Context: an optimization exercise on an open-source flow, tuned for small area, a short achievable clock period and few clock cycles per item. The choices shown serve that exercise and are no tape-out recipe. In this exercise RTL edits were held to simulation tests only and were not proved equivalent to the original. Power figures rest on the tool's default switching activity, not on a simulated workload.

==> design.v <==
module base122_cls (
    input  wire [6:0] chunk,
    output reg        danger,
    output reg  [2:0] idx
);
    always @(*) begin
        danger = 1'b1;
        idx    = 3'd0;
        case (chunk)
            7'h00: idx = 3'd0;
            7'h0A: idx = 3'd1;
            7'h0D: idx = 3'd2;
            7'h22: idx = 3'd3;
            7'h26: idx = 3'd4;
            7'h5C: idx = 3'd5;
            default: danger = 1'b0;
        endcase
    end
endmodule
module base122_enc (
    input  wire       clk,
    input  wire       rst,
    input  wire       in_valid,
    input  wire [7:0] in_data,
    input  wire       in_last,
    output wire       in_ready,
    output reg        out_valid,
    output reg  [7:0] out_data,
    output reg        out_last,
    input  wire       out_ready
);
    reg  [22:0] bits;        
    reg  [4:0]  nb;          
    reg         eom;         
    reg         e2;          
    wire        go    = !out_valid || out_ready;
    wire [6:0]  chunk = bits[22:16];
    wire        p6    = bits[15];
    wire        danger;
    wire [2:0]  idx;
    base122_cls u_cls (.chunk(chunk), .danger(danger), .idx(idx));
    wire        ge8 = nb[4] | (nb[3]);
    wire        ge7 = ge8 | (nb[2:0] == 3'd7);
    wire        ge6 = ge7 | (nb[2:0] == 3'd6);
    wire        nz  = nb != 5'd0;
    reg         have;
    reg  [3:0]  take;        
    reg  [7:0]  byte_o;
    reg         last_o;
    always @(*) begin
        if (e2) begin
            have   = ge6 || eom;
            take   = 4'd6;
            byte_o = {2'b10, bits[22:17]};
            last_o = eom && !ge7;
        end else if (!danger) begin
            have   = ge7 || (eom && nz);
            take   = 4'd7;
            byte_o = {1'b0, chunk};
            last_o = eom && !ge8;
        end else if (ge8) begin
            have   = 1'b1;
            take   = 4'd8;
            byte_o = {3'b110, idx, 1'b1, p6};
            last_o = 1'b0;
        end else begin
            have   = eom && nz;
            take   = 4'd1;
            byte_o = {7'b1101111, chunk[6]};
            last_o = 1'b0;
        end
    end
    wire        emit   = go && have;
    assign in_ready    = !eom && !nb[4];
    wire        accept = in_valid && in_ready;
    wire [22:0] bits_i = bits | ({in_data & {8{accept}}, 15'd0} >> nb[3:0]);
    reg  [22:0] bits_s;
    always @(*) begin
        case (take)
            4'd1:    bits_s = {bits_i[21:0], 1'b0};
            4'd6:    bits_s = {bits_i[16:0], 6'd0};
            4'd7:    bits_s = {bits_i[15:0], 7'd0};
            default: bits_s = {bits_i[14:0], 8'd0};
        endcase
    end
    always @(posedge clk) begin
        if (rst) begin
            bits      <= 23'd0;
            nb        <= 5'd0;
            eom       <= 1'b0;
            e2        <= 1'b0;
            out_valid <= 1'b0;
        end else begin
            if (emit) begin
                bits      <= bits_s;
                nb        <= (last_o ? 5'd0 : nb - {1'b0, take}) + (accept ? 5'd8 : 5'd0);
                e2        <= !e2 && danger;
                out_valid <= 1'b1;
                out_data  <= byte_o;
                out_last  <= last_o;
                if (last_o)
                    eom <= 1'b0;
            end else begin
                bits <= bits_i;
                if (accept)
                    nb <= nb + 5'd8;
                if (out_ready)
                    out_valid <= 1'b0;
            end
            if (accept)
                eom <= in_last;
        end
    end
endmodule
module base122_dec (
    input  wire        clk,
    input  wire        rst,
    input  wire        in_valid,
    input  wire [7:0]  in_data,
    input  wire        in_last,
    output wire        in_ready,
    output reg         out_valid,
    output reg  [7:0]  out_data,
    output reg         out_end,
    output reg  [2:0]  out_cause,
    output wire [15:0] out_epc,
    input  wire        out_ready
);
    localparam C_NONE     = 3'd0;
    localparam C_LEAD     = 3'd1;
    localparam C_TRUNC    = 3'd2;
    localparam C_CONT     = 3'd3;
    localparam C_OVERLONG = 3'd4;
    localparam C_FIXED    = 3'd5;
    localparam C_INDEX6   = 3'd6;
    localparam C_SHORTPAY = 3'd7;
    reg  [6:0]  acc;         
    reg  [2:0]  an;          
    reg         e2;          
    reg  [4:0]  b1s;         
    reg         pv;          
    reg  [6:0]  pd;
    reg  [15:0] pc;          
    reg  [2:0]  cause;
    reg         drain;       
    reg         endp;        
    assign out_epc = pc;
    wire go       = !out_valid || out_ready;
    wire err_hold = out_valid && out_end && (out_cause != C_NONE);
    wire flush    = endp && pv && (an != 3'd0);
    wire issue    = go && endp && !flush;
    assign in_ready = go && !err_hold && (!endp || (!flush && cause == C_NONE));
    wire   accept   = in_valid && in_ready;
    wire [2:0]  k = b1s[4:2];
    wire [6:0]  p = {b1s[0], in_data[5:0]};
    wire        p_danger;
    wire [2:0]  p_idx;
    base122_cls u_cls (.chunk(p), .danger(p_danger), .idx(p_idx));
    reg  [6:0]  dval;
    always @(*) begin
        case (k)
            3'd0:    dval = 7'h00;
            3'd1:    dval = 7'h0A;
            3'd2:    dval = 7'h0D;
            3'd3:    dval = 7'h22;
            3'd4:    dval = 7'h26;
            default: dval = 7'h5C;
        endcase
    end
    reg  [2:0] b2_cause;
    always @(*) begin
        b2_cause = C_NONE;
        if (in_data[7:6] != 2'b10)         b2_cause = C_CONT;
        else if (b1s[4:1] == 4'd0)         b2_cause = C_OVERLONG;
        else if (!b1s[1])                  b2_cause = C_FIXED;
        else if (k == 3'd6)                b2_cause = C_INDEX6;
        else if (k == 3'd7 && !p_danger)   b2_cause = C_SHORTPAY;
    end
    wire        act  = accept && !drain;         
    wire        lit  = act && !e2 && !in_data[7];
    wire        b1ok = act && !e2 && in_data[7:5] == 3'b110 && !in_last;
    wire        b2ok = act && e2 && b2_cause == C_NONE;
    wire        two  = b2ok && k != 3'd7;         
    reg  [2:0]  err;
    always @(*) begin
        err = C_NONE;
        if (act && !e2) begin
            if (in_data[7] && in_data[7:5] != 3'b110) err = C_LEAD;
            else if (in_data[7] && in_last)           err = C_TRUNC;
        end else if (act && e2)
            err = b2_cause;
    end
    wire        fresh = endp && !flush;          
    wire        push  = go && (flush || (!endp && pv) || lit || b2ok);
    wire [6:0]  new1  = lit ? in_data[6:0] : (two ? dval : p);
    wire [6:0]  pushv = (pv && !fresh) ? pd : new1;
    wire        npend = (pv && !fresh) ? (lit || b2ok) : two;    
    wire [6:0]  npd   = (pv && !fresh) ? new1 : p;
    wire [2:0]  an_e  = fresh ? 3'd0 : an;
    wire [13:0] window = {acc, 7'd0} | ({7'd0, pushv} << (3'd7 - an_e));
    wire        emit   = push && an_e != 3'd0;
    always @(posedge clk) begin
        if (rst) begin
            acc       <= 7'd0;
            an        <= 3'd0;
            e2        <= 1'b0;
            pv        <= 1'b0;
            pc        <= 16'd0;
            cause     <= C_NONE;
            drain     <= 1'b0;
            endp      <= 1'b0;
            out_valid <= 1'b0;
        end else begin
            if (out_valid && out_ready) begin
                out_valid <= 1'b0;
                if (out_end && out_cause != C_NONE)
                    pc <= 16'd0;
            end
            if (push) begin
                if (an_e == 3'd0) begin
                    acc <= pushv;
                    an  <= 3'd7;
                end else begin
                    acc <= {window[5:0], 1'b0};
                    an  <= an_e - 3'd1;
                end
            end
            if (go) begin
                pv <= npend;
                pd <= npd;
            end
            if (emit) begin
                out_valid <= 1'b1;
                out_data  <= window[13:6];
                out_end   <= 1'b0;
            end
            if (issue) begin
                out_valid <= 1'b1;
                out_end   <= 1'b1;
                out_cause <= cause;
                cause     <= C_NONE;
                endp      <= 1'b0;
                if (!push) begin
                    acc <= 7'd0;
                    an  <= 3'd0;
                end
            end
            if (accept) begin
                if (drain) begin
                    if (in_last) begin
                        drain <= 1'b0;
                        endp  <= 1'b1;
                    end
                end else if (err != C_NONE) begin
                    cause <= err;
                    e2    <= 1'b0;
                    if (in_last) endp  <= 1'b1;
                    else         drain <= 1'b1;
                end else if (lit) begin
                    pc <= in_last ? 16'd0 : pc + 16'd1;
                    if (in_last) endp <= 1'b1;
                end else if (b1ok) begin
                    e2  <= 1'b1;
                    b1s <= in_data[4:0];
                end else begin
                    e2 <= 1'b0;
                    pc <= in_last ? 16'd0 : pc + 16'd2;
                    if (in_last) endp <= 1'b1;
                end
            end
        end
    end
endmodule
module base122_core (
    input  wire        clk,
    input  wire        rst,
    input  wire        enc_in_valid,
    input  wire [7:0]  enc_in_data,
    input  wire        enc_in_last,
    output wire        enc_in_ready,
    output wire        enc_out_valid,
    output wire [7:0]  enc_out_data,
    output wire        enc_out_last,
    input  wire        enc_out_ready,
    input  wire        dec_in_valid,
    input  wire [7:0]  dec_in_data,
    input  wire        dec_in_last,
    output wire        dec_in_ready,
    output wire        dec_out_valid,
    output wire [7:0]  dec_out_data,
    output wire        dec_out_end,
    output wire [2:0]  dec_out_cause,
    output wire [15:0] dec_out_epc,
    input  wire        dec_out_ready
);
    base122_enc u_enc (
        .clk(clk), .rst(rst),
        .in_valid(enc_in_valid), .in_data(enc_in_data), .in_last(enc_in_last),
        .in_ready(enc_in_ready),
        .out_valid(enc_out_valid), .out_data(enc_out_data), .out_last(enc_out_last),
        .out_ready(enc_out_ready)
    );
    base122_dec u_dec (
        .clk(clk), .rst(rst),
        .in_valid(dec_in_valid), .in_data(dec_in_data), .in_last(dec_in_last),
        .in_ready(dec_in_ready),
        .out_valid(dec_out_valid), .out_data(dec_out_data), .out_end(dec_out_end),
        .out_cause(dec_out_cause), .out_epc(dec_out_epc),
        .out_ready(dec_out_ready)
    );
endmodule
==> run.sh <==
#!/bin/bash
# synth_recipe.tcl (not shown) runs the flow's synth.tcl, then flattens the netlist and writes it again
# the make line also repeats each setting of config.mk as NAME=value (left out here)
make -C /OpenROAD-flow-scripts/flow DESIGN_CONFIG=/design/flow/config.mk WORK_HOME=/design/flow/orfs CLKGATE_MAP_FILE= SYNTH_SCRIPT=/design/flow/synth_recipe.tcl finish
==> config.mk <==
export PLATFORM = sky130hd
export DESIGN_NAME = base122_core
export DESIGN_NICKNAME = base122_core
export VERILOG_FILES = /design/flow/design.v
export SDC_FILE = /design/flow/constraint.sdc
export NUM_CORES = 4
export LEC_CHECK = 0
export ABC_CLOCK_PERIOD_IN_PS = 2000
export CAP_MARGIN = 20
export CORE_MARGIN = 2
export CORE_UTILIZATION = 40
export SETUP_SLACK_MARGIN = 1.5
export SLEW_MARGIN = 20
==> constraint.sdc <==
create_clock -name core_clock -period 4.0 [get_ports {clk}]
set_input_delay 0.8000 -clock core_clock [delete_from_list [all_inputs] [get_ports {clk}]]
set_output_delay 0.8000 -clock core_clock [all_outputs]
set_load 0.01 [all_outputs]
==> flow_summary_export.csv, run 1 <==
group,metric,value,unit
floorplanning,initial_core_util,40.9,%
worst_setup_path,path_buf_inv,2,
timing,fin_crit_sh,73.4,%
timing,setup_ws,1.07,ns
timing,rsz0062_at_grt,"true",
route,route.met3.wl,1850,µm
route,dr.pass1.iters,5,
worst_setup_path,startpoint_type,"flip-flop",
flow_run,max-cap-violations,0,
timing,max_slew_margin,44.7,%
place,dp_hpwl,14500,µm
global_route,grt_max_degree,62,
clock_tree,cts.clk_slew.worst_paths,0.07,ns
floorplanning,coreArea,16600,µm²
clock_tree,clock-root-buffer,"clkbuf_16",
synthesis,syn_nets,868,
synthesis,synth_top_area_share,19.1,%
worst_setup_path,path_cells,"and4bb_2, nand4b_1, buf_4, nand3_2, nand2_4, inv_6, ha_1, a21o_1, a21oi_2, xor2_1, nor2_1, ha_2, or3_1, a311oi_1",
clock_tree,cts_tree,"yes",
synthesis,yosys_most_used_dff,"dfxtp_1",
route,drt-met1-wl,9930,µm
global_route,antenna_found_initial,0,
power,sequentialPowerShare,26.5,%
route,highest_layer,"met4",
route,wl_per_cell,20.1,µm
power,switching_power,2.35,mW
clock_tree,cts_buffer_depth,2,
layout,syn_to_final_growth,41.6,%
layout,antenna_cells,0,
global_route,grt_first_pass_wirelength,36400,µm
route,viasPerCell,6.50,
timing,fin_crit,2.93,ns
route,dr_wl_met2,11200,µm
global_route,grt_usage,24.7,%
worst_setup_path,cp_slowest_stage_delay,0.37,ns
synthesis,synthArstFlopShare,0,%
worst_setup_path,cp_top_family,"simple AND/OR/NAND/NOR gates",
clock_tree,htree_levels,3,
layout,seqCellArea,2310,µm²
place,gp_congestion,0.924,
global_route,first_global_vias,7171,
power,finalPower,5.42,mW
power,combPwrFrac,57.4,%
worst_setup_path,end_kind,"flip-flop",
worst_setup_path,critPathMaxFanout,6,
synthesis,synth_edf_count,33,
power,p_per_area,562,nW/µm²
timing,setup_viol,0,
synthesis,synth_cell_type_count,88,
power,switching_share,43.3,%
synthesis,synth_warnings,3,
place,place_worst_setup_slack,0.265,ns
layout,final_cell_mix,"buf_4 (72), nor2_1 (71), nand2_1 (63)",
layout,drive_above_1_share,32.4,%
synthesis,syn_inst,833,
route,drc_errors,0,
worst_setup_path,worstSetupPathType,"flip-flop to flip-flop",
place,numPortBuffers,64,
layout,multi_input_area,5140,µm²
worst_hold_path,hp-class,"flip-flop to flip-flop",
timing,finClkSkew,0.0118,ns
power,intPower,3.07,mW
timing,hold_slack,0.484,ns
power,peakVddDrop,0.000317,V
route,dr_total_vias,7666,
timing,finalSetupTns,0,ns
timing,fmax,341,MHz
synthesis,synth.cell_area,6810,µm²
timing,max_slew.worst_pin.slew,0.828,ns
layout,mostFrequentLayoutCell,"buf_4",
floorplanning,die_h,134,µm
floorplanning,die_area,18100,µm²
floorplanning,die_w,134,µm
synthesis,avgSynthCellArea,8.18,µm²
synthesis,yosys-top-cells-area,"dfxtp_1 (19%), edfxtp_1 (15%), a21oi_1 (5.4%)",
worst_setup_path,cp.arrival,3.20,ns
timing,finalHoldViolations,0,
clock_tree,clock_sinks,98,
synthesis,yosys.area.top_type,"dfxtp_1",
layout,final_nets,989,
floorplanning,row_count,47,
floorplanning,io_pins,65,
worst_setup_path,crit_slowest_cell,"dfxtp_4",
synthesis,ys_ff_latch,98,
clock_tree,cts_buffers,9,
global_route,overflow,0,
route,wl,23700,µm
layout,num-fill-cells,1377,
clock_tree,clk_latency,0.36,ns
worst_setup_path,required,4.27,ns
power,pwr-share-clk,16.1,%
route,ant_nets,0,
power,p_leak,3.56,nW
timing,slew_violations,0,
run_status,status,"complete, no violations",
route,drt-initial-drc-count,850,
synthesis,ys_seq_area_share,33.7,%
-- metrics by stage --
| stage | instance area [µm²] | cells | util [%] |
|---|---|---|---|
| finish | 9640 | 1179 | 57.9 |
| global route | 9640 | 1179 | 57.9 |
| CTS | 9130 | 1159 | 54.9 |
| detailed placement | 7790 | 1081 | 46.8 |
| global placement | 7790 | 1081 | 46.8 |
| floorplan | 7000 | 833 | - |
-- power groups by stage --
stage | logic, mW | clock network [mW] | registers, mW
2_1_floorplan | 1.79 | 0 | 1.34
3_3_place_gp | 2.32 | 0 | 1.41
3_5_place_dp | 2.34 | 0 | 1.42
4_1_cts | 2.75 | 0.881 | 1.41
5_1_grt | 3.32 | 0.926 | 1.46
6_report | 3.11 | 0.871 | 1.44
-- routing by layer --
metal | up-vias | track usage (%)
met5 | - | 0
met4 | 0 | 10.3
met3 | 72 | 4.39
met2 | 450 | 40.7
met1 | 3706 | 31.9
li1 | 3438 | -
-- cells in the mapped netlist, types with 5 or more instances --
cell        n
a311oi_1    8
o2111ai_1   5
a21oi_1    74
or3_1      10
a211oi_1   20
a31oi_1    28
nor2_1     80
ha_1       10
and2_1     16
o211ai_1    5
and3_1     19
a21o_1     11
a211o_1     5
o21ai_0    40
nor3_1     18
o31ai_1     8
o31a_1      5
nand2b_1    8
a221oi_1   12
mux4_2      5
mux2i_1    10
inv_1      26
edfxtp_1   33
buf_2      16
dfxtp_1    65
a22o_1      6
nand4_1     8
a22oi_1     9
nand2_1    73
or2_2       5
nand3_1    36
mux2_2      7
clkbuf_1   39
-- layout make-up --
cell class | instances | share of cell area [%]
Multi-Input combinational cell | 653 | 53.3
Sequential cell | 98 | 24.0
Timing Repair Buffer | 163 | 15.5
Tap cell | 220 | 2.86
Clock buffer | 10 | 2.60
Inverter | 28 | 1.30
Clock inverter | 6 | 0.402
Timing Repair inverter | 1 | 0.0649
-- kinds of logic after synthesis --
logic type	Yosys count	share of synthesized area [%]
buf+inv	85	4.98
simple gates	315	23.9
fa+ha+maj	11	2.13
compound gates	295	30.2
xor+xnor	7	0.900
flops	98	33.7
mux	22	4.28
-- registers in the layout, indices dropped and copies added (netlist names), 3 cells and up --
name             count
u_dec.out_data       8
u_dec.cause          3
u_dec.acc            7
u_dec.pd             7
u_enc.bits          23
u_dec.b1s            5
u_dec.out_cause      3
u_dec.pc            16
u_enc.nb             5
u_enc.out_data       8
u_dec.an             3
-- final timing paths --
check / cells past startpoint / from / end / slack [ns]
setup / recovery: 14 / u_enc.bits[17]$_SDFF_PP0_ / u_enc.nb[4]$_SDFFE_PP0P_ / 1.07
hold / removal: 1 / u_dec.pc[15]$_SDFF_PP0_ / u_dec.pc[15]$_SDFF_PP0_ / 0.48
setup reg to reg: 14 / u_enc.bits[17]$_SDFF_PP0_ / u_enc.nb[4]$_SDFFE_PP0P_ / 1.07
hold reg to reg: 1 / u_dec.pc[15]$_SDFF_PP0_ / u_dec.pc[15]$_SDFF_PP0_ / 0.48
-- timing repair --
action	4_1_cts	5_1_grt
pin swaps	65	32
setup buffers	58	18
cloned	4	2
setup endpoints to repair	96	98
hold buffers	0	0
gates resized for setup	170	80
Testbench counts, summed over its fixed seeds: cycles 21,481, items 37,672.
==> run 2, diff against run 1 <==
--- a/config.mk
+++ b/config.mk
@@ -5,7 +5,6 @@
 export SDC_FILE = /design/flow/constraint.sdc
 export NUM_CORES = 4
 export LEC_CHECK = 0
-export ABC_CLOCK_PERIOD_IN_PS = 2000
 export CAP_MARGIN = 20
 export CORE_MARGIN = 2
 export CORE_UTILIZATION = 40
==> flow_summary_export.csv, run 2 <==
group,metric,value,unit
run_status,status,"complete, no violations",
synthesis,synth_warnings,3,
timing,finalSetupTns,0,ns
place,gp_congestion,0.924,
layout,seqCellArea,2310,µm²
clock_tree,cts_buffers,9,
synthesis,yosys-top-cells-area,"dfxtp_1 (19%), edfxtp_1 (15%), a21oi_1 (5.4%)",
worst_setup_path,worstSetupPathType,"flip-flop to flip-flop",
route,wl_per_cell,20.1,µm
worst_setup_path,required,4.27,ns
power,p_per_area,562,nW/µm²
synthesis,synth_edf_count,33,
place,dp_hpwl,14500,µm
clock_tree,htree_levels,3,
synthesis,syn_inst,833,
worst_setup_path,cp.arrival,3.20,ns
layout,top_regs,"u_enc.bits (23), u_dec.pc (16)",
synthesis,synth_cell_type_count,88,
power,p_leak,3.56,nW
route,ant_nets,0,
worst_setup_path,startpoint_type,"flip-flop",
layout,num-fill-cells,1377,
clock_tree,postCtsHoldBufs,0,
layout,antenna_cells,0,
layout,final_cell_mix,"buf_4 (72), nor2_1 (71), nand2_1 (63)",
power,switching_share,43.3,%
timing,finalHoldViolations,0,
global_route,antenna_found_initial,0,
layout,mostFrequentLayoutCell,"buf_4",
synthesis,avgSynthCellArea,8.18,µm²
layout,multi_input_area,5140,µm²
synthesis,syn_nets,868,
route,dr_total_vias,7666,
clock_tree,clock-root-buffer,"clkbuf_16",
floorplanning,initial_core_util,40.9,%
route,drc_errors,0,
layout,largest_reg_flops,23,
synthesis,synthArstFlopShare,0,%
worst_setup_path,path_buf_inv,2,
worst_setup_path,crit_slowest_cell,"dfxtp_4",
synthesis,synth_top_area_share,19.1,%
global_route,grt_usage,24.7,%
clock_tree,cts_buffer_depth,2,
flow_run,max-cap-violations,0,
worst_setup_path,end_kind,"flip-flop",
synthesis,ys_seq_area_share,33.7,%
power,peakVddDrop,0.000317,V
global_route,overflow,0,
synthesis,yosys.area.top_type,"dfxtp_1",
clock_tree,clock_sinks,98,
worst_setup_path,cp_top_family,"simple AND/OR/NAND/NOR gates",
synthesis,yosys_most_used_dff,"dfxtp_1",
power,intPower,3.07,mW
timing,max_slew.worst_pin.slew,0.828,ns
synthesis,synth.cell_area,6810,µm²
layout,top_register,"u_enc.bits",
floorplanning,die_h,134,µm
worst_setup_path,critPathMaxFanout,6,
power,pwr-share-clk,16.1,%
route,viasPerCell,6.50,
power,combPwrFrac,57.4,%
worst_setup_path,path_cells,"and4bb_2, nand4b_1, buf_4, nand3_2, nand2_4, inv_6, ha_1, a21o_1, a21oi_2, xor2_1, nor2_1, ha_2, or3_1, a311oi_1",
clock_tree,cts_tree,"yes",
floorplanning,io_pins,65,
layout,final_nets,989,
timing,max_slew_margin,44.7,%
floorplanning,coreArea,16600,µm²
floorplanning,row_count,47,
timing,fin_crit,2.93,ns
power,sequentialPowerShare,26.5,%
timing,slew_violations,0,
synthesis,synthTopCellsByCount,"nor2_1 (80), a21oi_1 (74), nand2_1 (73)",
global_route,first_global_vias,7171,
route,drt-initial-drc-count,850,
worst_hold_path,hp-class,"flip-flop to flip-flop",
layout,final_cells,1179,
layout,drive_above_1_share,32.4,%
route,wl,23700,µm
synthesis,ys_ff_latch,98,
synthesis,synth.most_common_cell,"nor2_1",
timing,rsz0062_at_grt,"true",
floorplanning,die_w,134,µm
global_route,grt_first_pass_wirelength,36400,µm
timing,setup_viol,0,
power,finalPower,5.42,mW
timing,fin_crit_sh,73.4,%
route,dr.pass1.iters,5,
timing,fmax,341,MHz
timing,finClkSkew,0.0118,ns
place,place_inst,1081,
place,numPortBuffers,64,
layout,syn_to_final_growth,41.6,%
floorplanning,die_area,18100,µm²
worst_setup_path,cp_slowest_stage_delay,0.37,ns
clock_tree,cts.clk_slew.worst_paths,0.07,ns
power,switching_power,2.35,mW
global_route,grt_max_degree,62,
clock_tree,clk_latency,0.36,ns
[run 2: logic make-up after synthesis]
| group | share of synthesized area, % |
|---|---|
| simple gates | 23.9 |
| compound gates | 30.2 |
| fa+ha+maj | 2.13 |
| xor+xnor | 0.900 |
| mux | 4.28 |
| flops | 33.7 |
| buf+inv | 4.98 |
[run 2: layout make-up]
type,count,share of cell area (%)
clock buffer,10,2.60
clock inverter,6,0.402
inverter,28,1.30
multi-input combinational,653,53.3
sequential,98,24.0
tap,220,2.86
timing repair buffer,163,15.5
timing repair inverter,1,0.0649
[run 2: routing by layer]
| metal | routed length [µm] | share of wire [%] | GRT usage (%) |
|---|---|---|---|
| met1 | 9930 | 42 | 31.9 |
| met2 | 11200 | 47 | 40.7 |
| met3 | 1850 | 7.8 | 4.39 |
| met4 | 812 | 3.4 | 10.3 |
| met5 | 0 | 0 | 0 |
[run 2: through the flow]
stage	hold slack, ns	utilization, %	cell area, µm²	worst slack, ns
finish	0.484	57.9	9640	1.07
global route	0.512	57.9	9640	0.980
CTS	0.475	54.9	9130	1.10
detailed placement	0.465	46.8	7790	0.265
global placement	0.460	46.8	7790	0.337
floorplan	0.444	-	7000	1.04
[run 2: power groups by stage]
stage,sequential [mW],combinational (mW),clock [mW]
3_3_place_gp,1.41,2.32,0
5_1_grt,1.46,3.32,0.926
2_1_floorplan,1.34,1.79,0
6_report,1.44,3.11,0.871
3_5_place_dp,1.42,2.34,0
4_1_cts,1.41,2.75,0.881
[run 2: what timing repair did]
action | CTS | global route
gates cloned | 4 | 2
gates resized for setup | 170 | 80
pin swaps | 65 | 32
setup endpoints to repair | 96 | 98
buffers inserted | 58 | 18
[run 2: final timing paths]
path	start	end	slack (ns)	depth (start not counted)
worst max-delay path	u_enc.bits[17]$_SDFF_PP0_	u_enc.nb[4]$_SDFFE_PP0P_	1.07	14
worst min-delay path	u_dec.pc[15]$_SDFF_PP0_	u_dec.pc[15]$_SDFF_PP0_	0.48	1
worst max register to register	u_enc.bits[17]$_SDFF_PP0_	u_enc.nb[4]$_SDFFE_PP0P_	1.07	14
worst min register to register	u_dec.pc[15]$_SDFF_PP0_	u_dec.pc[15]$_SDFF_PP0_	0.48	1
==> run 3, diff against run 2 <==
--- a/config.mk
+++ b/config.mk
@@ -8,5 +8,4 @@
 export CAP_MARGIN = 20
 export CORE_MARGIN = 2
 export CORE_UTILIZATION = 40
-export SETUP_SLACK_MARGIN = 1.5
 export SLEW_MARGIN = 20
==> flow_summary_export.csv, run 3 <==
group,metric,value,unit
power,combPwrFrac,50.6,%
synthesis,syn_inst,833,
clock_tree,clock_sinks,98,
place,place_worst_setup_slack,0.213,ns
timing,setup_ws,0.304,ns
timing,finClkSkew,0.0103,ns
worst_setup_path,startpoint_type,"input pin",
route,wl,20500,µm
clock_tree,ctsResizeCount,0,
route,drc_errors,0,
layout,final_nets,908,
route,dr_wl_met2,9400,µm
worst_setup_path,required,3.20,ns
power,p_leak,2.92,nW
layout,top_register,"u_enc.bits",
synthesis,syn_nets,868,
route,viasPerCell,6.32,
timing,fin_crit,3.70,ns
clock_tree,cts.clk_slew.worst_paths,0.07,ns
timing,fin_crit_sh,92.4,%
worst_setup_path,path_cells,"clkdlybuf4s50_1, or4b_4, a311oi_1, clkdlybuf4s50_1",
timing,finalSetupTns,0,ns
synthesis,ys_seq_area_share,33.7,%
worst_hold_path,hp-class,"flip-flop to flip-flop",
worst_setup_path,cp_slowest_stage_delay,0.64,ns
flow_run,max-cap-violations,0,
layout,top_regs,"u_enc.bits (23), u_dec.pc (16)",
worst_setup_path,cp.arrival,2.90,ns
synthesis,synth.most_common_cell,"nor2_1",
route,drt-met1-wl,9160,µm
worst_setup_path,critPathMaxFanout,5,
layout,mostFrequentLayoutCell,"nor2_1",
timing,slew_violations,0,
global_route,grt_max_degree,46,
timing,rsz0062_at_grt,"false",
worst_setup_path,path_buf_inv,2,
synthesis,yosys_most_used_dff,"dfxtp_1",
layout,drive_above_1_share,8.77,%
clock_tree,cts_buffers,9,
timing,setup_viol,0,
worst_setup_path,crit_top_cell,"clkdlybuf4s50_1",
floorplanning,coreArea,16600,µm²
place,numPortBuffers,64,
global_route,overflow,0,
global_route,antenna_found_initial,0,
synthesis,yosys.area.top_type,"dfxtp_1",
power,intPower,2.64,mW
route,ant_nets,0,
layout,final_cell_mix,"nor2_1 (80), a21oi_1 (74), nand2_1 (73)",
route,dr_total_vias,6939,
synthesis,ys_ff_latch,98,
power,switching_share,42.7,%
clock_tree,cts_buffer_depth,2,
power,p_per_area,580,nW/µm²
synthesis,synth_cell_type_count,88,
layout,largest_reg_flops,23,
global_route,grt_usage,22.7,%
timing,fmax,271,MHz
clock_tree,clk_latency,0.35,ns
worst_setup_path,worstSetupPathType,"input pin to primary output",
route,dr.pass1.iters,5,
synthesis,yosys-top-cells-area,"dfxtp_1 (19%), edfxtp_1 (15%), a21oi_1 (5.4%)",
power,pwr-share-clk,19.2,%
floorplanning,io_pins,65,
run_status,status,"complete, no violations",
global_route,first_global_vias,6486,
place,gp_congestion,0.903,
floorplanning,die_w,134,µm
synthesis,synth.cell_area,6810,µm²
clock_tree,cts_tree,"yes",
synthesis,avgSynthCellArea,8.18,µm²
synthesis,synthTopCellsByCount,"nor2_1 (80), a21oi_1 (74), nand2_1 (73)",
floorplanning,row_count,47,
timing,max_slew_margin,39.7,%
floorplanning,die_h,134,µm
worst_setup_path,end_kind,"primary output",
worst_setup_path,cp_top_family,"buffers and inverters",
synthesis,synth_warnings,3,
worst_setup_path,crit_slowest_cell,"clkdlybuf4s50_1",
place,dp_hpwl,14900,µm
power,finalPower,4.61,mW
timing,finalHoldViolations,0,
route,drt-initial-drc-count,594,
power,sequentialPowerShare,30.2,%
power,switching_power,1.97,mW
clock_tree,post_cts_buffers,0,
timing,max_slew.worst_pin.slew,0.900,ns
synthesis,synthArstFlopShare,0,%
route,wl_per_cell,18.7,µm
synthesis,synth_edf_count,33,
floorplanning,initial_core_util,40.9,%
route,highest_layer,"met4",
synthesis,synth_top_area_share,19.1,%
layout,syn_to_final_growth,16.7,%
floorplanning,die_area,18100,µm²
layout,antenna_cells,0,
clock_tree,postCtsHoldBufs,0,
clock_tree,htree_levels,3,
route,route.met3.wl,1450,µm
clock_tree,clock-root-buffer,"clkbuf_16",
global_route,grt_first_pass_wirelength,33500,µm
power,peakVddDrop,0.000374,V
[run 3: cell count changes in the layout (fill, tap and decap cells not counted), moves of 13 or more]
cell	previous run	this run
buf_4	72	22
buf_6	24	0
clkdlybuf4s50_1	43	63
a21oi_1	55	74
a21oi_2	17	0
o21ai_0	27	40
[run 3: final cells by class]
cell class	count	area [µm²]
repair buffers	86	801
well taps	220	275
clock inverters	7	70.1
inverters	28	105
fillers	1607	8690
flip-flops and latches	98	2290
multi-input cells	650	4180
clock buffers	9	225
[run 3: power by group through the flow]
stage	clock network [mW]	registers, mW	logic, mW
after floorplan	0	1.34	1.68
after global placement	0	1.41	2.27
after detailed placement	0	1.41	2.28
after CTS	0.906	1.39	2.29
after global routing	0.947	1.42	2.56
final	0.887	1.39	2.33
[run 3: logic make-up (layout without fill, tap and decap cells)]
logic type / count (synthesis) / count (layout) / synth area share [%]
and+or+nand+nor: 315 / 315 / 23.9
AOI/OAI and AO/OA: 295 / 295 / 30.2
DFF: 98 / 98 / 33.7
buffers and inverters: 85 / 130 / 4.98
muxes: 22 / 22 / 4.28
adders and majority gates: 11 / 11 / 2.13
xor gates and xnor gates: 7 / 7 / 0.900
[run 3: path summary, 6_finish.rpt]
| path | startpoint | depth (start not counted) | end | slack (ns) |
|---|---|---|---|---|
| worst min register to register | u_dec.pc[15]$_SDFF_PP0_ | 1 | u_dec.pc[15]$_SDFF_PP0_ | 0.48 |
| worst min-delay path | u_dec.pc[15]$_SDFF_PP0_ | 1 | u_dec.pc[15]$_SDFF_PP0_ | 0.48 |
| worst max register to register | u_enc.bits[19]$_SDFF_PP0_ | 13 | u_enc.nb[4]$_SDFFE_PP0P_ | 0.53 |
| worst max-delay path | dec_out_ready | 4 | dec_in_ready | 0.30 |
[run 3: stage by stage]
step | area (µm²) | hold slack, ns | std cells | utilization, %
final | 7950 | 0.481 | 1098 | 47.8
after detailed placement | 7650 | 0.470 | 1082 | 46.0
after global routing | 7950 | 0.497 | 1098 | 47.8
after CTS | 7950 | 0.480 | 1098 | 47.8
after global placement | 7650 | 0.472 | 1082 | 46.0
after floorplan | 6810 | 0.447 | 833 | -
[run 3: worst register-to-register path: cells and delay by family, from the launching register on]
family                     cells  cell delay, ns
AOI/OAI and AO/OA              4            0.71
buffers and inverters          1            0.28
and+or+nand+nor                5            1.21
adders and majority gates      2            0.48
xor gates and xnor gates       1            0.18
DFF                            1            0.52
[run 3: metal layers]
| metal | track usage, % | vias up |
|---|---|---|
| li1 | - | 3262 |
| met1 | 30.8 | 3275 |
| met2 | 36.0 | 352 |
| met3 | 3.83 | 50 |
| met4 | 8.95 | 0 |
| met5 | 0 | - |
==> run 4, diff against run 3 <==
--- a/design.v
+++ b/design.v
@@ -71,9 +71,12 @@
         end
     end
     wire        emit   = go && have;
-    assign in_ready    = !eom && !nb[4];
-    wire        accept = in_valid && in_ready;
-    wire [22:0] bits_i = bits | ({in_data & {8{accept}}, 15'd0} >> nb[3:0]);
+    reg  [7:0]  ib;
+    reg         ibl;
+    reg         ibv;
+    wire        accept = ibv && !eom && !nb[4];
+    assign in_ready    = !ibv || accept;
+    wire [22:0] bits_i = bits | ({ib & {8{accept}}, 15'd0} >> nb[3:0]);
     reg  [22:0] bits_s;
     always @(*) begin
         case (take)
@@ -83,6 +86,16 @@
             default: bits_s = {bits_i[14:0], 8'd0};
         endcase
     end
+    wire [4:0]  nb_p8 = nb + 5'd8;
+    reg  [4:0]  nb_t;
+    always @(*) begin
+        case (take)
+            4'd1:    nb_t = accept ? nb + 5'd7 : nb - 5'd1;
+            4'd6:    nb_t = accept ? nb + 5'd2 : nb - 5'd6;
+            4'd7:    nb_t = accept ? nb + 5'd1 : nb - 5'd7;
+            default: nb_t = accept ? nb        : nb - 5'd8;
+        endcase
+    end
     always @(posedge clk) begin
         if (rst) begin
             bits      <= 23'd0;
@@ -90,10 +103,17 @@
             eom       <= 1'b0;
             e2        <= 1'b0;
             out_valid <= 1'b0;
+            ibv       <= 1'b0;
         end else begin
+            if (in_valid && in_ready) begin
+                ibv <= 1'b1;
+                ib  <= in_data;
+                ibl <= in_last;
+            end else if (accept)
+                ibv <= 1'b0;
             if (emit) begin
                 bits      <= bits_s;
-                nb        <= (last_o ? 5'd0 : nb - {1'b0, take}) + (accept ? 5'd8 : 5'd0);
+                nb        <= last_o ? 5'd0 : nb_t;
                 e2        <= !e2 && danger;
                 out_valid <= 1'b1;
                 out_data  <= byte_o;
@@ -103,12 +123,12 @@
             end else begin
                 bits <= bits_i;
                 if (accept)
-                    nb <= nb + 5'd8;
+                    nb <= nb_p8;
                 if (out_ready)
                     out_valid <= 1'b0;
             end
             if (accept)
-                eom <= in_last;
+                eom <= ibl;
         end
     end
 endmodule
@@ -149,10 +169,16 @@
     wire err_hold = out_valid && out_end && (out_cause != C_NONE);
     wire flush    = endp && pv && (an != 3'd0);
     wire issue    = go && endp && !flush;
-    assign in_ready = go && !err_hold && (!endp || (!flush && cause == C_NONE));
-    wire   accept   = in_valid && in_ready;
+    reg  [7:0]  ib;
+    reg         ibl;
+    reg         ibv;
+    wire        eng_ready = go && !err_hold && (!endp || (!flush && cause == C_NONE));
+    wire        accept    = ibv && eng_ready;
+    assign in_ready = !ibv || eng_ready;
+    wire [7:0]  d  = ib;
+    wire        dl = ibl;
     wire [2:0]  k = b1s[4:2];
-    wire [6:0]  p = {b1s[0], in_data[5:0]};
+    wire [6:0]  p = {b1s[0], d[5:0]};
     wire        p_danger;
     wire [2:0]  p_idx;
     base122_cls u_cls (.chunk(p), .danger(p_danger), .idx(p_idx));
@@ -167,32 +193,35 @@
             default: dval = 7'h5C;
         endcase
     end
-    reg  [2:0] b2_cause;
+    reg  [2:0] b1_cause;
     always @(*) begin
-        b2_cause = C_NONE;
-        if (in_data[7:6] != 2'b10)         b2_cause = C_CONT;
-        else if (b1s[4:1] == 4'd0)         b2_cause = C_OVERLONG;
-        else if (!b1s[1])                  b2_cause = C_FIXED;
-        else if (k == 3'd6)                b2_cause = C_INDEX6;
-        else if (k == 3'd7 && !p_danger)   b2_cause = C_SHORTPAY;
-    end
+        b1_cause = C_NONE;
+        if (b1s[4:1] == 4'd0)    b1_cause = C_OVERLONG;
+        else if (!b1s[1])        b1_cause = C_FIXED;
+        else if (k == 3'd6)      b1_cause = C_INDEX6;
+    end
+    wire       cont_bad = d[7:6] != 2'b10;
+    wire       b1_bad   = b1_cause != C_NONE;
+    wire       sp_bad   = k == 3'd7 && !p_danger;
+    wire [2:0] b2_cause = cont_bad ? C_CONT : b1_bad ? b1_cause : sp_bad ? C_SHORTPAY : C_NONE;
+    wire       b2_good  = !cont_bad && !b1_bad && !sp_bad;
     wire        act  = accept && !drain;         
-    wire        lit  = act && !e2 && !in_data[7];
-    wire        b1ok = act && !e2 && in_data[7:5] == 3'b110 && !in_last;
-    wire        b2ok = act && e2 && b2_cause == C_NONE;
+    wire        lit  = act && !e2 && !d[7];
+    wire        b1ok = act && !e2 && d[7:5] == 3'b110 && !dl;
+    wire        b2ok = act && e2 && b2_good;
     wire        two  = b2ok && k != 3'd7;         
     reg  [2:0]  err;
     always @(*) begin
         err = C_NONE;
         if (act && !e2) begin
-            if (in_data[7] && in_data[7:5] != 3'b110) err = C_LEAD;
-            else if (in_data[7] && in_last)           err = C_TRUNC;
+            if (d[7] && d[7:5] != 3'b110) err = C_LEAD;
+            else if (d[7] && dl)           err = C_TRUNC;
         end else if (act && e2)
             err = b2_cause;
     end
     wire        fresh = endp && !flush;          
     wire        push  = go && (flush || (!endp && pv) || lit || b2ok);
-    wire [6:0]  new1  = lit ? in_data[6:0] : (two ? dval : p);
+    wire [6:0]  new1  = lit ? d[6:0] : (two ? dval : p);
     wire [6:0]  pushv = (pv && !fresh) ? pd : new1;
     wire        npend = (pv && !fresh) ? (lit || b2ok) : two;    
     wire [6:0]  npd   = (pv && !fresh) ? new1 : p;
@@ -210,7 +239,14 @@
             drain     <= 1'b0;
             endp      <= 1'b0;
             out_valid <= 1'b0;
+            ibv       <= 1'b0;
         end else begin
+            if (in_valid && in_ready) begin
+                ibv <= 1'b1;
+                ib  <= in_data;
+                ibl <= in_last;
+            end else if (accept)
+                ibv <= 1'b0;
             if (out_valid && out_ready) begin
                 out_valid <= 1'b0;
                 if (out_end && out_cause != C_NONE)
@@ -247,25 +283,25 @@
             end
             if (accept) begin
                 if (drain) begin
-                    if (in_last) begin
+                    if (dl) begin
                         drain <= 1'b0;
                         endp  <= 1'b1;
                     end
                 end else if (err != C_NONE) begin
                     cause <= err;
                     e2    <= 1'b0;
-                    if (in_last) endp  <= 1'b1;
+                    if (dl) endp  <= 1'b1;
                     else         drain <= 1'b1;
                 end else if (lit) begin
-                    pc <= in_last ? 16'd0 : pc + 16'd1;
-                    if (in_last) endp <= 1'b1;
+                    pc <= dl ? 16'd0 : pc + 16'd1;
+                    if (dl) endp <= 1'b1;
                 end else if (b1ok) begin
                     e2  <= 1'b1;
-                    b1s <= in_data[4:0];
+                    b1s <= d[4:0];
                 end else begin
                     e2 <= 1'b0;
-                    pc <= in_last ? 16'd0 : pc + 16'd2;
-                    if (in_last) endp <= 1'b1;
+                    pc <= dl ? 16'd0 : pc + 16'd2;
+                    if (dl) endp <= 1'b1;
                 end
             end
         end
--- a/config.mk
+++ b/config.mk
@@ -8,4 +8,5 @@
 export CAP_MARGIN = 20
 export CORE_MARGIN = 2
 export CORE_UTILIZATION = 40
+export SETUP_SLACK_MARGIN = 1.5
 export SLEW_MARGIN = 20
==> flow_summary_export.csv, run 4 <==
group,metric,value,unit
layout,top_regs,"u_enc.bits (23), u_dec.pc (16)",
worst_hold_path,hold_depth,2,
clock_tree,cts.clk_slew.worst_paths,0.06,ns
worst_hold_path,hp-class,"flip-flop to flip-flop",
clock_tree,cts_tree,"yes",
place,place_area,8630,µm²
synthesis,synth_warnings,3,
power,p_per_area,546,nW/µm²
timing,max_slew.worst_pin.slew,0.693,ns
timing,finalSetupTns,0,ns
worst_setup_path,cp.arrival,2.74,ns
timing,fmax,389,MHz
layout,largest_reg_flops,23,
timing,setup_viol,0,
clock_tree,cts_buffers,17,
route,viasPerCell,6.14,
synthesis,synthArstFlopShare,0,%
place,gp_congestion,0.896,
worst_setup_path,startpoint_type,"flip-flop",
power,peakVddDrop,0.000381,V
worst_setup_path,path_cells,"o31a_1, o21a_4, o31ai_2, a21oi_1, or3_4, a22oi_2, a22oi_1",
worst_setup_path,end_kind,"flip-flop",
synthesis,syn_nets,917,
global_route,first_global_vias,6948,
global_route,antenna_found_initial,0,
timing,finClkSkew,0.00981,ns
synthesis,synth_cell_type_count,97,
place,numPortBuffers,64,
clock_tree,clk_latency,0.44,ns
timing,slew_violations,0,
floorplanning,io_pins,65,
power,p_leak,3.54,nW
route,wl_per_cell,20.0,µm
worst_setup_path,worstSetupPathType,"flip-flop to flip-flop",
layout,antenna_cells,0,
synthesis,yosys.area.top_type,"edfxtp_1",
floorplanning,die_w,143,µm
synthesis,synth.cell_area,7730,µm²
route,dr_total_vias,7696,
clock_tree,htree_levels,4,
layout,utilization,53.2,%
worst_setup_path,cp_slowest_stage_delay,0.42,ns
layout,top_register,"u_enc.bits",
clock_tree,clock_sinks,118,
route,dr.pass1.iters,6,
layout,drive_above_1_share,23.7,%
synthesis,ys_ff_latch,118,
synthesis,avgSynthCellArea,8.75,µm²
worst_setup_path,r2r_cells,7,
route,drc_errors,0,
timing,finalHoldViolations,0,
worst_setup_path,critPathMaxFanout,5,
route,drt-initial-drc-count,944,
floorplanning,die_h,143,µm
global_route,grt_usage,24.2,%
place,place_inst,1170,
route,wl,25100,µm
layout,design_area,10000,µm²
layout,final_cell_mix,"nand2_1 (71), a21oi_1 (69), nor2_1 (68)",
timing,fin_crit,2.57,ns
clock_tree,cts_buffer_depth,2,
layout,final_nets,1014,
worst_setup_path,path_buf_inv,0,
global_route,grt_first_pass_wirelength,38400,µm
synthesis,yosys-top-cells-area,"edfxtp_1 (20%), dfxtp_1 (17%), a21oi_1 (4.7%)",
flow_run,max-cap-violations,0,
layout,syn_to_final_growth,29.7,%
timing,max_slew_margin,53.8,%
synthesis,synth_edf_count,51,
synthesis,synthTopCellsByCount,"nand2_1 (78), a21oi_1 (73), nor2_1 (73)",
timing,hold_slack,0.501,ns
timing,rsz0062_at_grt,"true",
layout,mostFrequentLayoutCell,"nand2_1",
clock_tree,clock-root-buffer,"clkbuf_16",
global_route,overflow,0,
floorplanning,die_area,20400,µm²
worst_setup_path,r2r_start,"u_dec.out_cause[1]$_DFFE_PP_",
synthesis,yosys_most_used_dff,"dfxtp_1",
worst_setup_path,critPathLaunch,"u_dec.out_cause[1]$_DFFE_PP_",
synthesis,synth_top_area_share,19.8,%
floorplanning,row_count,50,
worst_setup_path,crit_slowest_cell,"o31a_1",
global_route,grt_max_degree,59,
layout,num-fill-cells,1734,
synthesis,ys_seq_area_share,37.2,%
worst_setup_path,required,4.17,ns
run_status,status,"complete, no violations",
layout,final_cells,1253,
timing,fin_crit_sh,64.2,%
worst_setup_path,cp_top_family,"compound AO/OA/AOI/OAI gates",
place,dp_hpwl,16800,µm
route,ant_nets,0,
synthesis,synth.most_common_cell,"nand2_1",
floorplanning,initial_core_util,41.0,%
synthesis,syn_inst,883,
worst_setup_path,crit_cells,7,
worst_hold_path,min-delay-start,"u_enc.ibl$_DFFE_PP_",
floorplanning,coreArea,18800,µm²
## run 4: cell count changes after synthesis, moves of 7 or more
cell | previous run | this run
o211ai_1 | 5 | 17
nor2b_1 | 2 | 9
clkbuf_1 | 39 | 29
nor2_1 | 80 | 73
o22ai_1 | 1 | 9
a211oi_1 | 20 | 9
a31oi_1 | 28 | 20
edfxtp_1 | 33 | 51
## run 4: where the power goes
group | switching (mW) | internal (mW)
Sequential | 0.178 | 1.44
Clock | 0.638 | 0.930
Combinational | 1.32 | 0.959
## run 4: metrics by stage
step                power [mW]  setup WS [ns]
floorplan                 3.13           1.46
global placement          3.69          0.403
detailed placement        3.69          0.367
CTS                       5.32           1.43
global route              5.75           1.36
finish                    5.47           1.43
## run 4: final timing paths
kind                            endpoint  slack (ns)
min               u_enc.eom$_SDFFE_PP0P_        0.50
max reg2reg  u_dec.out_data[1]$_DFFE_PP_        1.43
max          u_dec.out_data[1]$_DFFE_PP_        1.43
min reg2reg       u_enc.eom$_SDFFE_PP0P_        0.50
## run 4: final cells by class
| cell class | count | area, µm² | area share [%] |
|---|---|---|---|
| timing repair inverter | 1 | 7.51 | 0.0749 |
| timing repair buffer | 131 | 1160 | 11.6 |
| clock buffer | 17 | 425 | 4.25 |
| tap | 260 | 325 | 3.25 |
| inverter | 29 | 118 | 1.17 |
| clock inverter | 15 | 171 | 1.71 |
| sequential | 118 | 2900 | 29.0 |
| multi-input combinational | 682 | 4900 | 49.0 |
## run 4: cell families after synthesis
group           count (synthesis)  share of synthesized area, %
compound gates                321                          29.8
simple gates                  312                          20.7
flops                         118                          37.2
buf+inv                        85                          4.94
mux                            30                          4.86
fa+ha+maj                      10                          1.72
xor+xnor                        7                         0.794
## run 4: tightest hold or removal path: cells and delay by family, from the launching register on
kind	cells	cell delay [ns]
AO/OA/AOI/OAI	1	0.10
AND/OR/NAND/NOR	1	0.05
flip-flops	1	0.32
## run 4: routing by layer
layer	track usage (%)	vias up	routed length, µm	share of wire, %
met5	0	-	0	0
met4	9.07	0	654	2.6
met3	5.47	48	1940	7.7
met2	36.1	353	11100	44
met1	34.1	3685	11400	45
li1	-	3610	-	-
## run 4: timing repair
action	4_1_cts	5_1_grt
resized for setup	63	47
hold buffers	0	0
endpoints found under the setup margin	105	75
pin swaps	10	19
buffers inserted	18	29
gates cloned	1	3
Testbench counts of run 4, summed over its fixed seeds: cycles 21,489, items 37,672.

==> re-timing with driven ports <==
The flow's constraints put no driver on any port. The routed layouts listed below were extracted and timed again, unchanged, in two steps. Step 1 (the two cells are an assumption about what drives the block):
set clk [get_ports {clk}]
set_driving_cell -lib_cell sky130_fd_sc_hd__clkbuf_16 $clk
set_driving_cell -lib_cell sky130_fd_sc_hd__buf_2 [delete_from_list [all_inputs] $clk]
Step 2 adds t to the input delays and takes it off the output delays; t is the mean of the earliest and latest rising clock arrival at the registers after step 1. Input paths then give back, and output paths get back, about the clock's delay inside the block. Slacks: ideal / step 1 / step 2; pairs: ideal / step 1.
run	t (ns)	setup slack, ns	hold slack, ns	worst register clock-pin slew, ns
run 1	0.395	1.065 / 1.065 / 0.670	0.484 / 0.484 / 0.484	0.07 / 0.07
run 2	0.395	1.065 / 1.065 / 0.670	0.484 / 0.484 / 0.484	0.07 / 0.07
run 3	0.387	0.304 / 0.282 / 0.143	0.481 / 0.481 / 0.481	0.07 / 0.07
run 4	0.479	1.430 / 1.409 / 1.084	0.501 / 0.501 / 0.501	0.06 / 0.06
After both steps every run listed still meets setup and hold.
